Source: an optimization exercise on an open RTL-to-GDS flow (aim: small area, a short achievable clock period and few clock cycles). Production flows keep margins and buffers that such runs may drop.
The RTL was checked by simulation tests, not by an equivalence proof against the original design.

==> flow/run.sh <==
#!/bin/bash
# synth_recipe.tcl (not shown) runs the flow's synth.tcl, then flattens the netlist and writes it again
# the make line also repeats each setting of config.mk as NAME=value (left out here)
make -C /OpenROAD-flow-scripts/flow DESIGN_CONFIG=/design/flow/config.mk WORK_HOME=/design/flow/orfs CLKGATE_MAP_FILE= SYNTH_SCRIPT=/design/flow/synth_recipe.tcl finish
==> flow/config.mk <==
export PLATFORM = sky130hd
export DESIGN_NAME = rfmp_core
export DESIGN_NICKNAME = rfmp_core
export VERILOG_FILES = /design/flow/design.v
export SDC_FILE = /design/flow/constraint.sdc
export NUM_CORES = 8
export LEC_CHECK = 0
export CAP_MARGIN = 20
export CORE_MARGIN = 2
export CORE_UTILIZATION = 28
export PLACE_DENSITY = 0.42
export SETUP_SLACK_MARGIN = 2
export SLEW_MARGIN = 20
==> flow/constraint.sdc <==
create_clock -name core_clock -period 50.0 [get_ports {clk}]
set_input_delay 10.0000 -clock core_clock [delete_from_list [all_inputs] [get_ports {clk}]]
set_output_delay 10.0000 -clock core_clock [all_outputs]
set_load 0.01 [all_outputs]
==> flow/design.v <==
module rfmp_add12 (
  input  wire [23:0] a,
  input  wire [23:0] b,
  output wire [23:0] sum
);
  wire [25:0] c;                        
  assign c[1:0] = 2'b00;
  genvar i;
  generate
    for (i = 0; i < 12; i = i + 1) begin : g_t
      wire ap = a[2*i], an = a[2*i+1];
      wire bp = b[2*i], bn = b[2*i+1];
      wire cp = c[2*i], cn = c[2*i+1];
      wire kp  = ap & bp, kn = an & bn;
      wire hp  = (ap & ~(bp | bn)) | (bp & ~(ap | an)) | kn;
      wire hn  = (an & ~(bp | bn)) | (bn & ~(ap | an)) | kp;
      wire k2p = hp & cp, k2n = hn & cn;
      wire [1:0] d  = {(hn & ~(cp | cn)) | (cn & ~(hp | hn)) | k2p,
                       (hp & ~(cp | cn)) | (cp & ~(hp | hn)) | k2n};
      wire [1:0] co = {(kn & ~k2p) | (k2n & ~kp),
                       (kp & ~k2n) | (k2p & ~kn)};
      assign sum[2*i +: 2]  = d;
      assign c[2*i+2 +: 2]  = co;
    end
  endgenerate
endmodule
module rfmp_alu (
  input  wire [23:0] a,
  input  wire [23:0] b,
  input  wire        sub,      
  input  wire [1:0]  fn,       
  output reg  [23:0] y
);
  wire [23:0] bx;
  wire [23:0] sum;
  genvar k;
  generate
    for (k = 0; k < 12; k = k + 1) begin : g_n
      assign bx[2*k]   = sub ? b[2*k+1] : b[2*k];
      assign bx[2*k+1] = sub ? b[2*k]   : b[2*k+1];
    end
  endgenerate
  rfmp_add12 u_add (.a(a), .b(bx), .sum(sum));
  integer i;
  always @* begin
    for (i = 0; i < 12; i = i + 1) begin
      case (fn)
        2'd0: y[2*i +: 2] = sum[2*i +: 2];
        2'd1: y[2*i +: 2] = {a[2*i+1] | b[2*i+1], a[2*i] & b[2*i]};    
        2'd2: y[2*i +: 2] = {a[2*i+1] & b[2*i+1], a[2*i] | b[2*i]};    
        default: y[2*i +: 2] = {a[2*i], a[2*i+1]};                      
      endcase
    end
  end
endmodule
module rfmp_core #(
  parameter MEM_SIZE = 32
) (
  input  wire        clk,
  input  wire        rst,           
  input  wire        cmd_valid,
  output wire        cmd_ready,
  input  wire [2:0]  cmd_op,
  input  wire [4:0]  cmd_addr,
  input  wire [23:0] cmd_word,
  input  wire [4:0]  dbg_addr,
  output wire [23:0] dbg_word,
  output wire [23:0] reg0,
  output wire [23:0] reg1,
  output wire [23:0] reg2,
  output wire [23:0] reg3,
  output wire [23:0] pc,
  output wire        halted,
  output wire [2:0]  halt_cause
);
  localparam CMD_NOP   = 3'd0,
             CMD_STEP  = 3'd1,
             CMD_LOAD  = 3'd2,
             CMD_START = 3'd3,
             CMD_POKE  = 3'd4,
             CMD_WREG  = 3'd5;
  localparam H_NONE = 3'd0, H_FETCH_OOB = 3'd1, H_UNMAPPED = 3'd2,
             H_ECC = 3'd3, H_CAP = 3'd4, H_DATA_OOB = 3'd5;
  reg [23:0] r0_q, r1_q, r2_q, r3_q;
  reg [6:0]  pc_q;
  reg        halted_q;
  reg [2:0]  cause_q;
  wire [639:0] mem_f;      
  wire [27:0]  par_f;      
  assign cmd_ready  = 1'b1;
  assign reg0       = r0_q;
  assign reg1       = r1_q;
  assign reg2       = r2_q;
  assign reg3       = r3_q;
  assign halted     = halted_q;
  assign halt_cause = cause_q;
  rfmp_pc2t u_pc2t (.v(pc_q), .w(pc));
  wire [31:0] dbg_sel;
  wire [19:0] dbg_e;
  rfmp_onehot32 u_dbg_dec (.a(dbg_addr), .s(dbg_sel));
  rfmp_rd32     u_dbg_rd  (.m(mem_f), .s(dbg_sel), .y(dbg_e));
  rfmp_dec20    u_dbg_w   (.e(dbg_e), .w(dbg_word));
  wire        pc_inb = (pc_q[6:5] == 2'b00);           
  wire [31:0] pc_sel;
  wire [19:0] iw;
  rfmp_onehot32 u_pc_dec (.a(pc_q[4:0]), .s(pc_sel));
  rfmp_rd32     u_pc_rd  (.m(mem_f), .s(pc_sel), .y(iw));
  wire [1:0] ra_idx, rb_idx;
  wire [4:0] ea;                  
  wire is_add, is_sub, is_and, is_or, is_not, is_ld, is_st, is_jmp,
       is_jmprel, is_cst, is_cld, mapped;
  rfmp_idec u_idec (
    .iw(iw), .ra_idx(ra_idx), .rb_idx(rb_idx), .ea(ea),
    .is_add(is_add), .is_sub(is_sub), .is_and(is_and), .is_or(is_or),
    .is_not(is_not), .is_ld(is_ld), .is_st(is_st), .is_jmp(is_jmp),
    .is_jmprel(is_jmprel), .is_cst(is_cst), .is_cld(is_cld), .mapped(mapped));
  reg [23:0] ra_val, rb_val;
  always @* begin
    case (ra_idx)
      2'd0: ra_val = r0_q;
      2'd1: ra_val = r1_q;
      2'd2: ra_val = r2_q;
      default: ra_val = r3_q;
    endcase
    case (rb_idx)
      2'd0: rb_val = r0_q;
      2'd1: rb_val = r1_q;
      2'd2: rb_val = r2_q;
      default: rb_val = r3_q;
    endcase
  end
  wire [1:0]  alu_fn = is_and ? 2'd1 : is_or ? 2'd2 : is_not ? 2'd3 : 2'd0;
  wire [23:0] alu_y;
  rfmp_alu u_alu (.a(ra_val), .b(rb_val), .sub(is_sub), .fn(alu_fn), .y(alu_y));
  wire in_range;
  rfmp_cap u_cap (.c(rb_val[19:0]), .ea(ea), .in_range(in_range));
  wire cap_rd = (rb_val[21:20] == 2'b01);
  wire cap_wr = (rb_val[23:22] == 2'b01);
  wire cap_ok = is_cld ? (cap_rd && in_range) :
                is_cst ? (cap_wr && in_range) : 1'b1;
  wire        ea_inb = !ea[4];
  wire [13:0] ea_sel;
  wire [19:0] ld_e;
  wire [1:0]  ld_par;
  wire [23:0] ld_w;
  wire [1:0]  ld_wpar;
  rfmp_onehot14 u_ea_dec (.a(ea[3:0]), .s(ea_sel));
  rfmp_rd14     u_ea_rd  (.m(mem_f[279:0]), .p(par_f), .s(ea_sel), .y(ld_e), .yp(ld_par));
  rfmp_dec20    u_ld_w   (.e(ld_e), .w(ld_w));
  rfmp_tpar     u_ld_par (.w(ld_w), .p(ld_wpar));
  wire ecc_ok   = (ld_wpar == ld_par);
  wire is_load  = is_ld | is_cld;
  wire is_store = is_st | is_cst;
  wire is_alu   = is_add | is_sub | is_and | is_or | is_not;
  wire [6:0] pc_plus1 = pc_q + 7'd1;
  wire [6:0] pc_rel   = pc_q + 7'd1 + {{2{ea[4]}}, ea};
  wire [6:0] ea_pc    = {{2{ea[4]}}, ea};
  reg        s_halt;
  reg [2:0]  s_cause;
  always @* begin
    s_halt  = 1'b1;
    s_cause = H_NONE;
    if (!pc_inb)                               s_cause = H_FETCH_OOB;
    else if (!mapped)                          s_cause = H_UNMAPPED;
    else if (!cap_ok)                          s_cause = H_CAP;
    else if ((is_load || is_store) && !ea_inb) s_cause = H_DATA_OOB;
    else if (is_load && !ecc_ok)               s_cause = H_ECC;
    else                                       s_halt  = 1'b0;
  end
  wire [6:0] s_pc = is_jmp ? ea_pc : is_jmprel ? pc_rel : pc_plus1;
  wire do_step  = cmd_valid && (cmd_op == CMD_STEP) && !halted_q;
  wire do_wreg  = cmd_valid && (cmd_op == CMD_WREG);
  wire do_start = cmd_valid && (cmd_op == CMD_START);
  wire do_load  = cmd_valid && (cmd_op == CMD_LOAD);
  wire do_poke  = cmd_valid && (cmd_op == CMD_POKE);
  wire commit   = do_step && !s_halt;
  wire [23:0] reg_wd = do_wreg ? cmd_word : is_load ? ld_w : alu_y;
  wire [1:0]  reg_wa = do_wreg ? cmd_addr[1:0] : ra_idx;
  wire        reg_we = do_wreg || (commit && (is_alu || is_load));
  always @(posedge clk) begin
    if (rst) begin
      r0_q     <= 24'd0;
      r1_q     <= 24'd0;
      r2_q     <= 24'd0;
      r3_q     <= 24'd0;
      pc_q     <= 7'd0;
      halted_q <= 1'b0;
      cause_q  <= H_NONE;
    end else begin
      if (reg_we) begin
        case (reg_wa)
          2'd0: r0_q <= reg_wd;
          2'd1: r1_q <= reg_wd;
          2'd2: r2_q <= reg_wd;
          default: r3_q <= reg_wd;
        endcase
      end
      if (do_start) begin
        pc_q     <= 7'd0;
        halted_q <= 1'b0;
        cause_q  <= H_NONE;
      end else if (do_step) begin
        if (s_halt) begin
          halted_q <= 1'b1;
          cause_q  <= s_cause;
        end else begin
          pc_q <= s_pc;
        end
      end
    end
  end
  wire        host_mem = do_load || do_poke;
  wire        step_st  = commit && is_store;
  wire [23:0] mw_src   = host_mem ? cmd_word : ra_val;
  wire [19:0] mw_enc;
  wire [1:0]  mw_tpar;
  rfmp_enc24 u_mw_enc (.w(mw_src), .e(mw_enc));
  rfmp_tpar  u_mw_par (.w(mw_src), .p(mw_tpar));
  wire [19:0] mw_e     = rst ? 20'd0 : mw_enc;
  wire [1:0]  mw_par   = rst ? 2'd0 : mw_tpar;
  wire [4:0]  mw_addr  = host_mem ? cmd_addr : {1'b0, ea[3:0]};
  wire        mw_en    = host_mem || step_st;
  wire        mp_en    = do_load || step_st;
  genvar g;
  generate
    for (g = 0; g < 32; g = g + 1) begin : g_mem
      reg [19:0] w;
      always @(posedge clk)
        if (rst || (mw_en && mw_addr == g))
          w <= mw_e;
      assign mem_f[20*g +: 20] = w;
    end
    for (g = 0; g < 14; g = g + 1) begin : g_par
      reg [1:0] p;
      always @(posedge clk)
        if (rst || (mp_en && mw_addr == g))
          p <= mw_par;
      assign par_f[2*g +: 2] = p;
    end
  endgenerate
endmodule
module rfmp_idec (
  input  wire [19:0] iw,
  output wire [1:0]  ra_idx,
  output wire [1:0]  rb_idx,
  output wire [4:0]  ea,
  output wire is_add, is_sub, is_and, is_or, is_not, is_ld, is_st, is_jmp,
  output wire is_jmprel, is_cst, is_cld, mapped
);
  function automatic [5:0] mini1(input [4:0] v);
    reg [5:0] y;
    begin
      case (v)
        5'd19: y = {2'b10, 4'd12};
        5'd20: y = {2'b10, 4'd13};
        5'd21: y = {2'b10, 4'd14};
        5'd22: y = {2'b10, 4'd15};
        5'd23: y = {2'b10, 4'd0};
        5'd24: y = {2'b10, 4'd1};
        5'd25: y = {2'b10, 4'd2};
        5'd26: y = {2'b10, 4'd3};
        5'd27: y = {2'b10, 4'd4};
        5'd28: y = {2'b00, 4'd12};
        5'd29: y = {2'b00, 4'd13};
        5'd30: y = {2'b00, 4'd14};
        5'd31: y = {2'b00, 4'd15};
        5'd0: y = {2'b00, 4'd0};
        5'd1: y = {2'b00, 4'd1};
        5'd2: y = {2'b00, 4'd2};
        5'd3: y = {2'b00, 4'd3};
        5'd4: y = {2'b00, 4'd4};
        5'd5: y = {2'b01, 4'd12};
        5'd6: y = {2'b01, 4'd13};
        5'd7: y = {2'b01, 4'd14};
        5'd8: y = {2'b01, 4'd15};
        5'd9: y = {2'b01, 4'd0};
        5'd10: y = {2'b01, 4'd1};
        5'd11: y = {2'b01, 4'd2};
        5'd12: y = {2'b01, 4'd3};
        5'd13: y = {2'b01, 4'd4};
        default: y = 6'd0;
      endcase
      mini1 = y;
    end
  endfunction
  function automatic [5:0] mini2(input [4:0] v);
    reg [5:0] y;
    begin
      case (v)
        5'd19: y = {2'b10, 4'd12};
        5'd20: y = {2'b00, 4'd12};
        5'd21: y = {2'b01, 4'd12};
        5'd22: y = {2'b10, 4'd13};
        5'd23: y = {2'b00, 4'd13};
        5'd24: y = {2'b01, 4'd13};
        5'd25: y = {2'b10, 4'd14};
        5'd26: y = {2'b00, 4'd14};
        5'd27: y = {2'b01, 4'd14};
        5'd28: y = {2'b10, 4'd15};
        5'd29: y = {2'b00, 4'd15};
        5'd30: y = {2'b01, 4'd15};
        5'd31: y = {2'b10, 4'd0};
        5'd0: y = {2'b00, 4'd0};
        5'd1: y = {2'b01, 4'd0};
        5'd2: y = {2'b10, 4'd1};
        5'd3: y = {2'b00, 4'd1};
        5'd4: y = {2'b01, 4'd1};
        5'd5: y = {2'b10, 4'd2};
        5'd6: y = {2'b00, 4'd2};
        5'd7: y = {2'b01, 4'd2};
        5'd8: y = {2'b10, 4'd3};
        5'd9: y = {2'b00, 4'd3};
        5'd10: y = {2'b01, 4'd3};
        5'd11: y = {2'b10, 4'd4};
        5'd12: y = {2'b00, 4'd4};
        5'd13: y = {2'b01, 4'd4};
        default: y = 6'd0;
      endcase
      mini2 = y;
    end
  endfunction
  wire [4:0] g0 = iw[4:0], g1 = iw[9:5], g2 = iw[14:10], g3 = iw[19:15];
  wire       wide = (g0 != 5'd0);
  wire [5:0] m1 = mini1(g1);
  wire [5:0] m2 = mini2(g2);
  wire [1:0] t5 = {m1[5], m1[5] | m1[4]};
  wire [1:0] t6 = {m2[5], m2[5] | m2[4]};
  wire [1:0] m_ra = t5 - t6;                  
  wire [4:0] opv = wide ? g0 : {m1[3], m1[3:0]};
  assign ra_idx = wide ? g1[1:0] : m_ra;
  assign rb_idx = wide ? g2[1:0] : m2[1:0];
  assign ea     = wide ? g3 : {m2[3], m2[3:0]};
  assign is_add    = (opv == 5'd1);
  assign is_sub    = (opv == 5'd2);
  assign is_and    = (opv == 5'd3);
  assign is_or     = (opv == 5'd4);
  assign is_not    = (opv == 5'd31);    
  assign is_ld     = (opv == 5'd30);    
  assign is_st     = (opv == 5'd29);    
  assign is_jmp    = (opv == 5'd28);    
  assign is_jmprel = (opv == 5'd27);    
  assign is_cst    = (opv == 5'd26);    
  assign is_cld    = (opv == 5'd25);    
  assign mapped    = is_add | is_sub | is_and | is_or | is_not | is_ld | is_st |
                     is_jmp | is_jmprel | is_cst | is_cld;
endmodule
module rfmp_cap (
  input  wire [19:0] c,
  input  wire [4:0]  ea,
  output wire        in_range
);
  function automatic [4:0] enc3(input [5:0] t);
    reg [4:0] y;
    begin
      case (t)
        6'b101010: y = 5'd19;
        6'b101000: y = 5'd20;
        6'b101001: y = 5'd21;
        6'b100010: y = 5'd22;
        6'b100000: y = 5'd23;
        6'b100001: y = 5'd24;
        6'b100110: y = 5'd25;
        6'b100100: y = 5'd26;
        6'b100101: y = 5'd27;
        6'b001010: y = 5'd28;
        6'b001000: y = 5'd29;
        6'b001001: y = 5'd30;
        6'b000010: y = 5'd31;
        6'b000000: y = 5'd0;
        6'b000001: y = 5'd1;
        6'b000110: y = 5'd2;
        6'b000100: y = 5'd3;
        6'b000101: y = 5'd4;
        6'b011010: y = 5'd5;
        6'b011000: y = 5'd6;
        6'b011001: y = 5'd7;
        6'b010010: y = 5'd8;
        6'b010000: y = 5'd9;
        6'b010001: y = 5'd10;
        6'b010110: y = 5'd11;
        6'b010100: y = 5'd12;
        6'b010101: y = 5'd13;
        default: y = 5'd0;
      endcase
      enc3 = y;
    end
  endfunction
  function automatic signed [2:0] tval(input [1:0] t);
    tval = t[0] ? 3'sd1 : (t[1] ? -3'sd1 : 3'sd0);
  endfunction
  wire signed [4:0] ea_s  = ea;
  wire signed [4:0] b_lo  = enc3(c[5:0]);
  wire signed [4:0] l_lo  = enc3(c[17:12]);
  wire signed [6:0] y     = ea_s - b_lo;
  wire signed [6:0] z     = y - l_lo;
  wire signed [3:0] v     = tval(c[7:6]) + 4'sd3 * tval(c[9:8]);
  wire signed [3:0] w     = v + tval(c[19:18]);
  wire lo_ok = (c[11:10] == 2'b00) && ((v < 0) || (v == 0 && y >= 0));
  wire hi_ok = (w >= 2) || (w == 1 && z < 27) || (w == 0 && z < 0) || (w == -1 && z < -27);
  assign in_range = lo_ok && hi_ok;
endmodule
module rfmp_dec20 (
  input  wire [19:0] e,
  output wire [23:0] w
);
  function automatic [5:0] dec3(input [4:0] v);
    reg [5:0] y;
    begin
      case (v)
        5'd19: y = 6'b101010;
        5'd20: y = 6'b101000;
        5'd21: y = 6'b101001;
        5'd22: y = 6'b100010;
        5'd23: y = 6'b100000;
        5'd24: y = 6'b100001;
        5'd25: y = 6'b100110;
        5'd26: y = 6'b100100;
        5'd27: y = 6'b100101;
        5'd28: y = 6'b001010;
        5'd29: y = 6'b001000;
        5'd30: y = 6'b001001;
        5'd31: y = 6'b000010;
        5'd0: y = 6'b000000;
        5'd1: y = 6'b000001;
        5'd2: y = 6'b000110;
        5'd3: y = 6'b000100;
        5'd4: y = 6'b000101;
        5'd5: y = 6'b011010;
        5'd6: y = 6'b011000;
        5'd7: y = 6'b011001;
        5'd8: y = 6'b010010;
        5'd9: y = 6'b010000;
        5'd10: y = 6'b010001;
        5'd11: y = 6'b010110;
        5'd12: y = 6'b010100;
        5'd13: y = 6'b010101;
        default: y = 6'd0;
      endcase
      dec3 = y;
    end
  endfunction
  assign w = {dec3(e[19:15]), dec3(e[14:10]), dec3(e[9:5]), dec3(e[4:0])};
endmodule
module rfmp_enc24 (
  input  wire [23:0] w,
  output wire [19:0] e
);
  function automatic [4:0] enc3(input [5:0] t);
    reg [4:0] y;
    begin
      case (t)
        6'b101010: y = 5'd19;
        6'b101000: y = 5'd20;
        6'b101001: y = 5'd21;
        6'b100010: y = 5'd22;
        6'b100000: y = 5'd23;
        6'b100001: y = 5'd24;
        6'b100110: y = 5'd25;
        6'b100100: y = 5'd26;
        6'b100101: y = 5'd27;
        6'b001010: y = 5'd28;
        6'b001000: y = 5'd29;
        6'b001001: y = 5'd30;
        6'b000010: y = 5'd31;
        6'b000000: y = 5'd0;
        6'b000001: y = 5'd1;
        6'b000110: y = 5'd2;
        6'b000100: y = 5'd3;
        6'b000101: y = 5'd4;
        6'b011010: y = 5'd5;
        6'b011000: y = 5'd6;
        6'b011001: y = 5'd7;
        6'b010010: y = 5'd8;
        6'b010000: y = 5'd9;
        6'b010001: y = 5'd10;
        6'b010110: y = 5'd11;
        6'b010100: y = 5'd12;
        6'b010101: y = 5'd13;
        default: y = 5'd0;
      endcase
      enc3 = y;
    end
  endfunction
  assign e = {enc3(w[23:18]), enc3(w[17:12]), enc3(w[11:6]), enc3(w[5:0])};
endmodule
module rfmp_tpar (
  input  wire [23:0] w,
  output wire [1:0]  p
);
  function automatic [1:0] madd3(input [1:0] x, input [1:0] y);
    madd3 = (x + y >= 3) ? x + y - 2'd3 : x + y;
  endfunction
  wire [1:0] s0 = madd3(madd3(w[1:0],   w[3:2]),   madd3(w[5:4],   w[7:6]));
  wire [1:0] s1 = madd3(madd3(w[9:8],   w[11:10]), madd3(w[13:12], w[15:14]));
  wire [1:0] s2 = madd3(madd3(w[17:16], w[19:18]), madd3(w[21:20], w[23:22]));
  assign p = madd3(madd3(s0, s1), s2);
endmodule
module rfmp_pc2t (
  input  wire [6:0]  v,
  output wire [23:0] w
);
  reg [9:0] y;
  always @* begin
    case (v)
      7'd115: y = 10'b0000101010;
      7'd116: y = 10'b0000101000;
      7'd117: y = 10'b0000101001;
      7'd118: y = 10'b0000100010;
      7'd119: y = 10'b0000100000;
      7'd120: y = 10'b0000100001;
      7'd121: y = 10'b0000100110;
      7'd122: y = 10'b0000100100;
      7'd123: y = 10'b0000100101;
      7'd124: y = 10'b0000001010;
      7'd125: y = 10'b0000001000;
      7'd126: y = 10'b0000001001;
      7'd127: y = 10'b0000000010;
      7'd0: y = 10'b0000000000;
      7'd1: y = 10'b0000000001;
      7'd2: y = 10'b0000000110;
      7'd3: y = 10'b0000000100;
      7'd4: y = 10'b0000000101;
      7'd5: y = 10'b0000011010;
      7'd6: y = 10'b0000011000;
      7'd7: y = 10'b0000011001;
      7'd8: y = 10'b0000010010;
      7'd9: y = 10'b0000010000;
      7'd10: y = 10'b0000010001;
      7'd11: y = 10'b0000010110;
      7'd12: y = 10'b0000010100;
      7'd13: y = 10'b0000010101;
      7'd14: y = 10'b0001101010;
      7'd15: y = 10'b0001101000;
      7'd16: y = 10'b0001101001;
      7'd17: y = 10'b0001100010;
      7'd18: y = 10'b0001100000;
      7'd19: y = 10'b0001100001;
      7'd20: y = 10'b0001100110;
      7'd21: y = 10'b0001100100;
      7'd22: y = 10'b0001100101;
      7'd23: y = 10'b0001001010;
      7'd24: y = 10'b0001001000;
      7'd25: y = 10'b0001001001;
      7'd26: y = 10'b0001000010;
      7'd27: y = 10'b0001000000;
      7'd28: y = 10'b0001000001;
      7'd29: y = 10'b0001000110;
      7'd30: y = 10'b0001000100;
      7'd31: y = 10'b0001000101;
      7'd32: y = 10'b0001011010;
      7'd33: y = 10'b0001011000;
      7'd34: y = 10'b0001011001;
      7'd35: y = 10'b0001010010;
      7'd36: y = 10'b0001010000;
      7'd37: y = 10'b0001010001;
      7'd38: y = 10'b0001010110;
      7'd39: y = 10'b0001010100;
      7'd40: y = 10'b0001010101;
      7'd41: y = 10'b0110101010;
      7'd42: y = 10'b0110101000;
      7'd43: y = 10'b0110101001;
      7'd44: y = 10'b0110100010;
      7'd45: y = 10'b0110100000;
      default: y = 10'd0;
    endcase
  end
  assign w = {14'd0, y};
endmodule
module rfmp_onehot32 (
  input  wire [4:0]  a,
  output wire [31:0] s
);
  genvar k;
  generate
    for (k = 0; k < 32; k = k + 1) begin : g_s
      assign s[k] = (a == k);
    end
  endgenerate
endmodule
module rfmp_onehot14 (
  input  wire [3:0]  a,
  output wire [13:0] s
);
  genvar k;
  generate
    for (k = 0; k < 14; k = k + 1) begin : g_s
      assign s[k] = (a == k);
    end
  endgenerate
endmodule
module rfmp_rd32 (
  input  wire [639:0] m,
  input  wire [31:0]  s,
  output reg  [19:0]  y
);
  integer k;
  always @* begin
    y = 20'd0;
    for (k = 0; k < 32; k = k + 1)
      y = y | (m[20*k +: 20] & {20{s[k]}});
  end
endmodule
module rfmp_rd14 (
  input  wire [279:0] m,
  input  wire [27:0]  p,
  input  wire [13:0]  s,
  output reg  [19:0]  y,
  output reg  [1:0]   yp
);
  integer k;
  always @* begin
    y  = 20'd0;
    yp = 2'd0;
    for (k = 0; k < 14; k = k + 1) begin
      y  = y  | (m[20*k +: 20] & {20{s[k]}});
      yp = yp | (p[2*k +: 2] & {2{s[k]}});
    end
  end
endmodule
==> results.cfg <==
[placed_design]
place_congestion = 0.949
io_buffers = 172
hpwl_mm = 183

[timing]
hold_viol = 0
worst_pin_slew_ns = 1.32
final.min_clock_period_ns = 24.47
finalSetupViolCount = 0
finalMaxSlewViolations = 0
finalSetupTns_ns = 0
timing.fmax_ghz = 0.0409
timing.final.crit_share = 0.489
clock_skew_ns = 0.0792
rsz0062_at_grt = false
slew-limit-headroom = 0.119

[global_routing]
grt_max_degree = 106
antenna_found_initial = 12
grt_pass1_vias = 44100
grt_use_total = 0.298
grt_remaining_overflow = 0
grt_pass1_wl_mm = 376

[yosys]
ys_ff_latch = 783
ys_seq_area_frac = 0.450
syn_avg_cell_area_um2 = 10.1
yosysTopAreaCellShare = 0.404
synthCells = 4933
synth-edff-count = 668
syn_area_um2 = 49700
synth_area_leaders = edfxtp_1 (40%), a22oi_1 (5.7%), dfxtp_1 (4.6%), ha_1 (4.1%), nand2_1 (3.4%)
yosysWarnings = 10
yosysUniqueCellTypes = 113
synth_flop_cell = edfxtp_1
synth_largest_area_cell = edfxtp_1
async_flop_share = 0

[floorplanning]
io_pins = 189
die_y_um = 425
core_um2 = 176000
die_x_um = 425
dieArea_um2 = 181000
start_util = 0.282
rows = 154

[clock_network]
clkLatencyLatePin_ns = 0.79
cts_buffer_depth = 3
cts.clk_slew.worst_paths_ns = 0.06
cts_tree = built
cts_setup_buffers = 0
htree_levels = 3
cts_buffers = 95
clock-root-buffer = clkbuf_16
cts_hold_buf = 0
ctsResizeCount = 0
cts_num_sinks = 783

[worst_hold_path]
min_delay_path_depth = 2
holdCritPathClass = reg -> reg

[critical_path]
cp-start-kind = input pin
required_ns = 40.00
r2r_cells = 54
crit_type = in -> out
crit_arrival_ns = 14.47
crit_fanout = 20
cp-end-kind = primary output

[cells_and_area]
layout.nets = 5295
syn2layout_area_growth_pct = 17.5
drive_above_1_share = 0.127

[drt]
firstDrtPassIters = 8
wl_mm = 279
drt_iter0_markers = 6930
drc = 0
drt.antenna.violating_nets = 0
vias = 47600
vias_per_cell = 6.35
wl_per_cell_um = 37.2

[flow_run]
cap_violations = 0

[status]
status = finished clean
-- kinds of logic after synthesis --
family | synth area share
muxes | 0.0546
DFF | 0.450
xor gates and xnor gates | 0.0103
adders and majority gates | 0.0513
AOI/OAI and AO/OA | 0.236
other | 0.000151
buffers and inverters | 0.0455
and+or+nand+nor | 0.152
-- metal layers --
| layer | part of all wire | GRT usage |
|---|---|---|
| met1 | 0.40 | 0.389 |
| met2 | 0.43 | 0.442 |
| met3 | 0.12 | 0.0963 |
| met4 | 0.058 | 0.145 |
| met5 | 0.00053 | 0.00185 |
-- worst max-delay path: stages --
cell and delay (ns):
clkdlybuf4s50_1 0.50, nand2b_1 0.45, nor2_2 0.07, buf_4 0.33, a22o_1 0.32, a221oi_1 0.21
nand3_1 0.09, or4_1 0.79, inv_1 0.21, ha_1 0.19, nor2_1 0.05, a21oi_1 0.18
nand2_1 0.07, o21ai_0 0.10, nand2_1 0.07, o221ai_1 0.17, clkdlybuf4s50_1 0.61
-- synth_stat cells (84+ instances only) --
cell      number
nand4_1       84
nand3_1      124
inv_1        153
a22oi_1      380
nand2_1      455
edfxtp_1     668
nor2_1       418
a221oi_1     138
mux2i_1      160
o21ai_0      190
ha_1         162
clkbuf_1     256
dfxtp_1      115
nor3_1       101
a21oi_1      206
a22o_1       128
-- area by class of cell --
type	instances	area [um2]
clock inverters	69	913
flip-flops and latches	783	22400
inverters	159	597
clock buffers	108	2450
repair buffers	391	3380
fillers	17800	118000
diodes	11	27.5
well taps	2340	2930
multi-input cells	3637	25700
-- worst paths after layout --
check | startpoint | endpoint | slack (ns)
worst min-delay path | r1_q[16] | r1_q[16] | 0.50
worst max-delay path | dbg_addr[0] | dbg_word[13] | 25.53
worst max register to register | pc_q[3] | g_mem[7].w[9] | 31.56
worst min register to register | r1_q[16] | r1_q[16] | 0.50
-- through the flow --
step                      area, um2  hold WS (ns)  utilization  setup slack (ns)  cells
after detailed placement      55000         0.489        0.312             25.54   7309
after CTS                     58300         0.498        0.331             25.54   7486
after global placement        54900         0.483        0.312             25.48   7308
final                         58400         0.498        0.331             25.53   7498
after floorplan               49700         0.504            -             27.28   4947
after global routing          58400         0.521        0.331             25.36   7489
-- flip-flops by register name, summed over array words and instances (netlist names) --
| name | count |
|---|---|
| halted_q | 1 |
| g_mem.w | 640 |
| r2_q | 24 |
| u_pc2t.y | 8 |
| r0_q | 24 |
| cause_q | 3 |
| r1_q | 24 |
| g_par.p | 28 |
| pc_q | 7 |
| r3_q | 24 |
-- placed cells by master, fill, tap and decap left out, types with 46 or more instances in the layout --
master	Yosys	layout
a211oi_1	63	62
a21oi_1	206	199
a221oi_1	138	135
a22o_1	128	128
a22oi_1	380	380
buf_4	30	218
clkbuf_16	0	95
clkdlybuf4s50_1	0	171
dfxtp_1	115	112
edfxtp_1	668	668
ha_1	162	161
inv_1	153	152
mux2_2	68	68
mux2i_1	160	158
nand2_1	455	429
nand3_1	124	122
nand4_1	84	84
nor2_1	418	378
nor3_1	101	91
o211ai_1	46	46
o21ai_0	190	189
o22ai_1	53	53
Testbench counts, summed over its fixed seeds: cycles 82,053.

[separate check: timing with driven ports]
Ports are ideal in the flow. The routed layout listed here was re-timed in OpenROAD.
Step 1 (the two cells are an assumption about what drives the block):
set clk [get_ports {clk}]
set_driving_cell -lib_cell sky130_fd_sc_hd__clkbuf_16 $clk
set_driving_cell -lib_cell sky130_fd_sc_hd__buf_2 [delete_from_list [all_inputs] $clk]
Step 2 adds t to the input delays and takes it off the output delays; t is the mean of the earliest and latest rising clock arrival at the registers after step 1. Input paths then give back, and output paths get back, about the clock's delay inside the block.
a / b / c = ideal / step 1 / step 2; a / b = the first two.
t (ns): 0.841
setup WS [ns]: 25.533 / 25.497 / 25.497
clock arrival spread, ns: 0.079 / 0.079
pins driven straight from the clock port: 1
After both steps this run still meets setup and hold. The setup slack of this run moves by -0.036 ns with the drivers and by -0.036 ns with both steps.
